Context: an optimization exercise on an open-source flow, tuned for small area. The choices shown serve that exercise and are no tape-out recipe. In this exercise RTL edits were held to simulation tests only and were not proved equivalent to the original. Power is estimated from default activity; no workload was simulated.

Setup of T:
==> flow/design.v <==
module fcr_enc (
    input  wire       clk,
    input  wire       rst,
    input  wire       in_valid,
    input  wire [7:0] in_data,
    output wire       in_ready,
    output reg        err,
    output wire       out_valid,
    output reg  [7:0] out_data,
    output wire       out_last,
    input  wire       out_ready
);
    localparam [3:0] E_IDLE = 4'd0, E_START = 4'd1, E_LEN = 4'd2, E_PAY = 4'd3,
                     E_PESC = 4'd4, E_PDAT = 4'd5, E_CESC = 4'd6, E_CHK = 4'd7,
                     E_END = 4'd8;
    reg [3:0] state;
    reg [7:0] left;
    reg [7:0] sum;           
    reg [7:0] data;
    function needs_esc(input [7:0] b);
        needs_esc = (b == 8'h03) || (b == 8'h10);
    endfunction
    assign in_ready  = (state == E_IDLE) || (state == E_PAY);
    assign out_valid = !in_ready;
    assign out_last  = (state == E_END);
    always @(*) begin
        case (state)
            E_START: out_data = 8'h02;
            E_PESC:  out_data = 8'h10;
            E_PDAT:  out_data = data;
            E_CESC:  out_data = 8'h10;
            E_END:   out_data = 8'h03;
            default: out_data = sum;
        endcase
    end
    always @(posedge clk) begin
        if (rst) begin
            state <= E_IDLE;
            err   <= 1'b0;
        end else begin
            err <= 1'b0;
            case (state)
                E_IDLE:
                    if (in_valid) begin
                        if (in_data == 8'd0)
                            err <= 1'b1;
                        else
                            state <= E_START;
                    end
                E_START:
                    if (out_ready) state <= E_LEN;
                E_LEN:
                    if (out_ready) state <= E_PAY;
                E_PAY:
                    if (in_valid) state <= needs_esc(in_data) ? E_PESC : E_PDAT;
                E_PESC:
                    if (out_ready) state <= E_PDAT;
                E_PDAT:
                    if (out_ready) begin
                        if (left == 8'd0)
                            state <= needs_esc(sum) ? E_CESC : E_CHK;
                        else
                            state <= E_PAY;
                    end
                E_CESC:
                    if (out_ready) state <= E_CHK;
                E_CHK:
                    if (out_ready) state <= E_END;
                E_END:
                    if (out_ready) state <= E_IDLE;
                default:
                    state <= E_IDLE;
            endcase
        end
    end
    wire take_pay = (state == E_PAY) && in_valid;
    always @(posedge clk) begin
        left <= (state == E_IDLE) ? in_data : left - {7'd0, take_pay};
        sum  <= (state == E_IDLE) ? in_data : sum + (take_pay ? in_data : 8'd0);
        if (take_pay)
            data <= in_data;
    end
endmodule
module fcr_rx_chan (
    input  wire        clk,
    input  wire        rst,
    input  wire        rd_start,
    input  wire [15:0] rd_natt,
    input  wire [15:0] rd_explen,
    input  wire        rx_valid,
    input  wire [7:0]  rx_data,
    input  wire        rx_empty,
    output wire        rx_ready,
    output reg         pl_valid,
    output wire [7:0]  pl_data,
    output reg         pl_clear,
    output wire        done,
    output wire        rc_frame,
    output wire [1:0]  dstat,
    output wire [9:0]  dlen,
    output wire [9:0]  raw_cnt,
    output wire        f_lenerr,
    output wire        f_ovf,
    output wire        f_resync,
    output wire [7:0]  d_len,
    output wire [7:0]  d_chk
);
    localparam [7:0] START_MARKER = 8'h02;
    localparam [7:0] END_MARKER   = 8'h03;
    localparam [7:0] ESCAPE       = 8'h10;
    reg [1:0]  st;
    reg [9:0]  cnt;          
    reg        esc;          
    reg        started;      
    reg [15:0] att;          
    reg [9:0]  explen;       
    reg        fo, fr;
    reg [9:0]  n;            
    reg [7:0]  sum;          
    reg [7:0]  p1, p2, p3;   
    reg [7:0]  lenb;         
    wire att_zero = (att == 16'd0);
    wire active = (st == 2'b01) && !att_zero;
    assign rx_ready = active;
    assign done     = st[1] || (st[0] && att_zero);
    wire start      = rd_start && !active;
    wire take_byte  = active && rx_valid;
    wire take_empty = active && !rx_valid && rx_empty;
    wire b_start = (rx_data == START_MARKER);
    wire b_end   = (rx_data == END_MARKER);
    wire b_esc   = (rx_data == ESCAPE);
    wire is_resync = b_start && (cnt != 10'd0) && !started;
    wire is_ovf    = cnt[9] && cnt[1] && cnt[0];
    wire restart   = is_resync || is_ovf;
    wire k0        = restart || (cnt == 10'd0);
    wire started_k = k0 ? b_start : started;
    wire cls_len   = !k0 && (cnt == 10'd1) && started;
    wire cls_start = k0 && b_start;
    wire plain     = !cls_len && !cls_start && !(esc && !k0);
    wire cls_esc   = plain && b_esc;
    wire cls_end   = plain && b_end;
    wire app       = take_byte && !cls_esc;        
    wire tr        = take_byte && restart;         
    wire [9:0] nk  = restart ? 10'd0 : n;
    wire [9:0]  cnt_inc = cnt + {9'd0, take_byte};
    wire [9:0]  n_inc   = n + {9'd0, app};
    wire [15:0] att_dec = att - {15'd0, take_empty};
    always @(posedge clk) begin
        if (rst) begin
            st       <= 2'b00;
            pl_valid <= 1'b0;
            pl_clear <= 1'b0;
        end else begin
            pl_valid <= app && started_k && (nk >= 10'd4);
            pl_clear <= start || (take_byte && is_ovf && !is_resync);
            if (start)
                st <= 2'b01;
            else if (take_byte && cls_end)
                st <= 2'b11;
        end
    end
    always @(posedge clk) begin
        cnt <= start ? 10'd0 : tr ? 10'd1 : cnt_inc;
        n   <= start ? 10'd0 : tr ? {9'd0, app} : n_inc;
        att <= start ? rd_natt : att_dec;
        fo  <= !start && (fo || (take_byte && is_ovf && !is_resync));
        fr  <= !start && (fr || (take_byte && is_resync));
        p3  <= p2;
        sum <= (app && nk < 10'd3) ? 8'd0 : sum + (app ? p2 : 8'd0);
    end
    always @(posedge clk) begin
        if (start) begin
            explen    <= {rd_explen[9:8] | {2{|rd_explen[15:10]}}, rd_explen[7:0]};
        end else if (take_byte) begin
            started <= started_k;
            esc     <= cls_esc;
            if (!cls_esc) begin
                p1 <= rx_data;
                p2 <= p1;
                if (nk == 10'd1)
                    lenb <= rx_data;
            end
        end
    end
    wire short = (n < 10'd5);
    wire ok    = !short && started && st[1] && (sum == p2);
    assign pl_data  = p3;
    assign rc_frame = st[1];
    assign dstat    = short ? 2'd1 : (!started || !st[1]) ? 2'd3 : (sum != p2) ? 2'd2 : 2'd0;
    assign dlen     = ok ? n : 10'd0;
    assign raw_cnt  = cnt;
    assign f_lenerr = st[1] && (cnt != explen);
    assign f_ovf    = fo;
    assign f_resync = fr;
    assign d_len    = ok ? lenb : 8'd0;
    assign d_chk    = ok ? p2 : 8'd0;
endmodule
module fcr_top (
    input  wire        clk,
    input  wire        rst,
    input  wire        enc_valid,
    input  wire [7:0]  enc_data,
    output wire        enc_ready,
    output wire        enc_err,
    output wire        wire_valid,
    output wire [7:0]  wire_data,
    output wire        wire_last,
    input  wire        wire_ready,
    input  wire [15:0] rd_natt,
    input  wire [15:0] rd_explen,
    input  wire [3:0]  rd_start,
    input  wire [3:0]  rx_valid,
    input  wire [31:0] rx_data,
    input  wire [3:0]  rx_empty,
    output wire [3:0]  rx_ready,
    output wire [3:0]  pl_valid,
    output wire [31:0] pl_data,
    output wire [3:0]  pl_clear,
    output wire [3:0]  rx_done,
    output wire [3:0]  rc_frame,
    output wire [7:0]  dstat,
    output wire [39:0] dlen,
    output wire [39:0] raw_cnt,
    output wire [3:0]  f_lenerr,
    output wire [3:0]  f_ovf,
    output wire [3:0]  f_resync,
    output wire [31:0] d_len,
    output wire [31:0] d_chk
);
    localparam N_CH = 4;
    fcr_enc u_enc (
        .clk       (clk),
        .rst       (rst),
        .in_valid  (enc_valid),
        .in_data   (enc_data),
        .in_ready  (enc_ready),
        .err       (enc_err),
        .out_valid (wire_valid),
        .out_data  (wire_data),
        .out_last  (wire_last),
        .out_ready (wire_ready)
    );
    genvar c;
    generate
        for (c = 0; c < N_CH; c = c + 1) begin : g_ch
            fcr_rx_chan u_ch (
                .clk      (clk),
                .rst      (rst),
                .rd_start (rd_start[c]),
                .rd_natt  (rd_natt),
                .rd_explen  (rd_explen),
                .rx_valid (rx_valid[c]),
                .rx_data  (rx_data[8*c +: 8]),
                .rx_empty (rx_empty[c]),
                .rx_ready (rx_ready[c]),
                .pl_valid (pl_valid[c]),
                .pl_data  (pl_data[8*c +: 8]),
                .pl_clear (pl_clear[c]),
                .done     (rx_done[c]),
                .rc_frame (rc_frame[c]),
                .dstat    (dstat[2*c +: 2]),
                .dlen     (dlen[10*c +: 10]),
                .raw_cnt  (raw_cnt[10*c +: 10]),
                .f_lenerr   (f_lenerr[c]),
                .f_ovf    (f_ovf[c]),
                .f_resync (f_resync[c]),
                .d_len    (d_len[8*c +: 8]),
                .d_chk    (d_chk[8*c +: 8])
            );
        end
    endgenerate
endmodule
export LEC_CHECK = 0
export CAP_MARGIN = 0
export CORE_MARGIN = 2
export CORE_UTILIZATION = 75
export PLACE_DENSITY = 0.85
export SLEW_MARGIN = 0
create_clock -name core_clock -period 7.0 [get_ports {clk}]
standard.sh (not shown) runs the stock make flow with config.mk's settings and CLKGATE_MAP_FILE= SYNTH_SCRIPT=/design/flow/synth_recipe.tcl, a recipe that flattens the netlist after the stock synthesis.
==> flow/flow/run.sh <==
#!/bin/bash
# Standard ORFS layout, with: the standard flow's synthesis but an area-oriented ABC script
# (with deep resynthesis), ripple-carry adders (flow/lcu_ripple.v) in place of
# Kogge-Stone and no full/half-adder cell extraction (left to ABC),
# smaller port buffers, a sparser clock tree with no dummy loads.
set -euo pipefail
cd "$(dirname "$0")/.."
W=$(pwd)
export FLOW_SYNTH_TCL=$W/synth_recipe.tcl
export MY_ABC_SCRIPT=$W/flow/area.abc
export SYNTH_OPERATIONS_ARGS="-extra-map $W/flow/lcu_ripple.v"
export ADDER_MAP_FILE=
sed "s#SYNTH_SCRIPT=[^ ]*synth_recipe.tcl#SYNTH_SCRIPT=$W/flow/my_synth.tcl#" standard.sh > my_standard.sh
grep -q "SYNTH_SCRIPT=$W/flow/my_synth.tcl" my_standard.sh
export BUFFER_PORTS_ARGS="-buffer_cell sky130_fd_sc_hd__buf_1"
export CTS_ARGS="-sink_clustering_enable -repair_clock_nets -dont_use_dummy_load -buf_list sky130_fd_sc_hd__clkbuf_4 -sink_clustering_size 10 -sink_clustering_max_diameter 40"
bash my_standard.sh > standard_make.log 2>&1
cp -r orfs/logs flow_logs 2>/dev/null || true
==> flow/flow/area.abc <==
strash
&get -n
&st
&deepsyn -T 120
&dch -f
&nf -R 1000 -p -a
&put
mfs3 -a
&get -n
&st
&dch -f
&nf -R 1000 -p -a
&put
==> flow/flow/lcu_ripple.v <==
(* techmap_celltype = "$lcu" *)
module _80_lcu_ripple (P, G, CI, CO);
	parameter WIDTH = 2;

	(* force_downto *)
	input [WIDTH-1:0] P, G;
	input CI;

	(* force_downto *)
	output [WIDTH-1:0] CO;

	integer i;
	(* force_downto *)
	reg [WIDTH-1:0] co;
	reg c;

	wire [1023:0] _TECHMAP_DO_ = "proc; opt -fast";

	always @* begin
		c = CI;
		for (i = 0; i < WIDTH; i = i + 1) begin
			c = G[i] | (P[i] & c);
			co[i] = c;
		end
	end

	assign CO = co;
endmodule
==> flow/flow/my_synth.tcl <==
# The standard synthesis (synth_recipe.tcl), with ABC's technology mapping
# run from an area-oriented script (flow/area.abc) instead of ORFS's speed script.
proc abc {args} {
  set i [lsearch -exact $args -script]
  if {$i >= 0} { lset args [expr {$i + 1}] $::env(MY_ABC_SCRIPT) }
  yosys abc {*}$args
}
source $::env(FLOW_SYNTH_TCL)
The inputs of R differ from those of T as listed below.
-- flow/design.v --
<<< T, line 11
    input  wire       out_ready
);
    localparam [3:0] E_IDLE = 4'd0, E_START = 4'd1, E_LEN = 4'd2, E_PAY = 4'd3,
                     E_PESC = 4'd4, E_PDAT = 4'd5, E_CESC = 4'd6, E_CHK = 4'd7,
                     E_END = 4'd8;
    reg [3:0] state;
    reg [7:0] left;
    reg [7:0] sum;           
>>> R, line 11
    input  wire       out_ready
);
    localparam [2:0] E_IDLE = 3'd0, E_START = 3'd1, E_SUM = 3'd2, E_PAY = 3'd3,
                     E_PESC = 3'd4, E_PDAT = 3'd5, E_CESC = 3'd6, E_END = 3'd7;
    reg [2:0] state;
    reg [7:0] left;
    reg [7:0] sum;           
<<< T, line 34
        endcase
    end
    always @(posedge clk) begin
        if (rst) begin
>>> R, line 33
        endcase
    end
    wire last = (left == 8'd0);
    always @(posedge clk) begin
        if (rst) begin
<<< T, line 49
                    end
                E_START:
                    if (out_ready) state <= E_LEN;
                E_LEN:
                    if (out_ready) state <= E_PAY;
                E_PAY:
                    if (in_valid) state <= needs_esc(in_data) ? E_PESC : E_PDAT;
>>> R, line 49
                    end
                E_START:
                    if (out_ready) state <= E_SUM;
                E_SUM:
                    if (out_ready) state <= last ? E_END : E_PAY;
                E_PAY:
                    if (in_valid) state <= needs_esc(in_data) ? E_PESC : E_PDAT;
<<< T, line 58
                E_PDAT:
                    if (out_ready) begin
                        if (left == 8'd0)
                            state <= needs_esc(sum) ? E_CESC : E_CHK;
                        else
                            state <= E_PAY;
                    end
                E_CESC:
                    if (out_ready) state <= E_CHK;
                E_CHK:
                    if (out_ready) state <= E_END;
                E_END:
                    if (out_ready) state <= E_IDLE;
                default:
                    state <= E_IDLE;
            endcase
        end
>>> R, line 58
                E_PDAT:
                    if (out_ready) begin
                        if (last)
                            state <= needs_esc(sum) ? E_CESC : E_SUM;
                        else
                            state <= E_PAY;
                    end
                E_CESC:
                    if (out_ready) state <= E_SUM;
                default:   
                    if (out_ready) state <= E_IDLE;
            endcase
        end
--- outcome ---
R ends up with a number of library cell types mapped by synthesis that is 4 higher than in T. Worst-case headroom to the max-slew limit in R is 11 points above T. On placed standard-cell area, T and R are neck and neck. The multi-input gate share of total cell area was comparable across T and R. R -> T: floorplan die area flat. Diff T -> R | total design power | down slightly. In the tables for T and R, number of buffers and inverters on the critical path reads lower with R. Summary of R over T: total of fill cells in the finished design moved down; critical path depth moved up; aggregate routed wire length moved down; clock network power consumption level; boundary pin count level.

[afterwards: timing with drivers on the ports]
How much do the figures lean on ideal ports? The routed layouts below were timed once more, with nothing changed but the port constraints.
Step 1 (the two cells are an assumption about what drives the block):
set clk [get_ports {clk}]
set_driving_cell -lib_cell sky130_fd_sc_hd__clkbuf_16 $clk
set_driving_cell -lib_cell sky130_fd_sc_hd__buf_2 [delete_from_list [all_inputs] $clk]
Step 2 adds t to the input delays and takes it off the output delays; t is the mean of the earliest and latest rising clock arrival at the registers after step 1. Input paths then give back, and output paths get back, about the clock's delay inside the block.
Slacks: ideal / step 1 / step 2; pairs: ideal / step 1.
run	t, ns	setup slack, ns	hold slack, ns	worst register clock-pin slew, ns
T	0.723	1.916 / 1.916 / 1.292	0.406 / 0.406 / 0.406	0.11 / 0.11
R	0.711	1.579 / 1.590 / 0.879	0.419 / 0.419 / 0.419	0.11 / 0.11
After both steps every run listed still meets setup and hold. For R, which loses most, drivers alone change the setup slack by +0.011 ns; drivers and shift together by -0.700 ns.
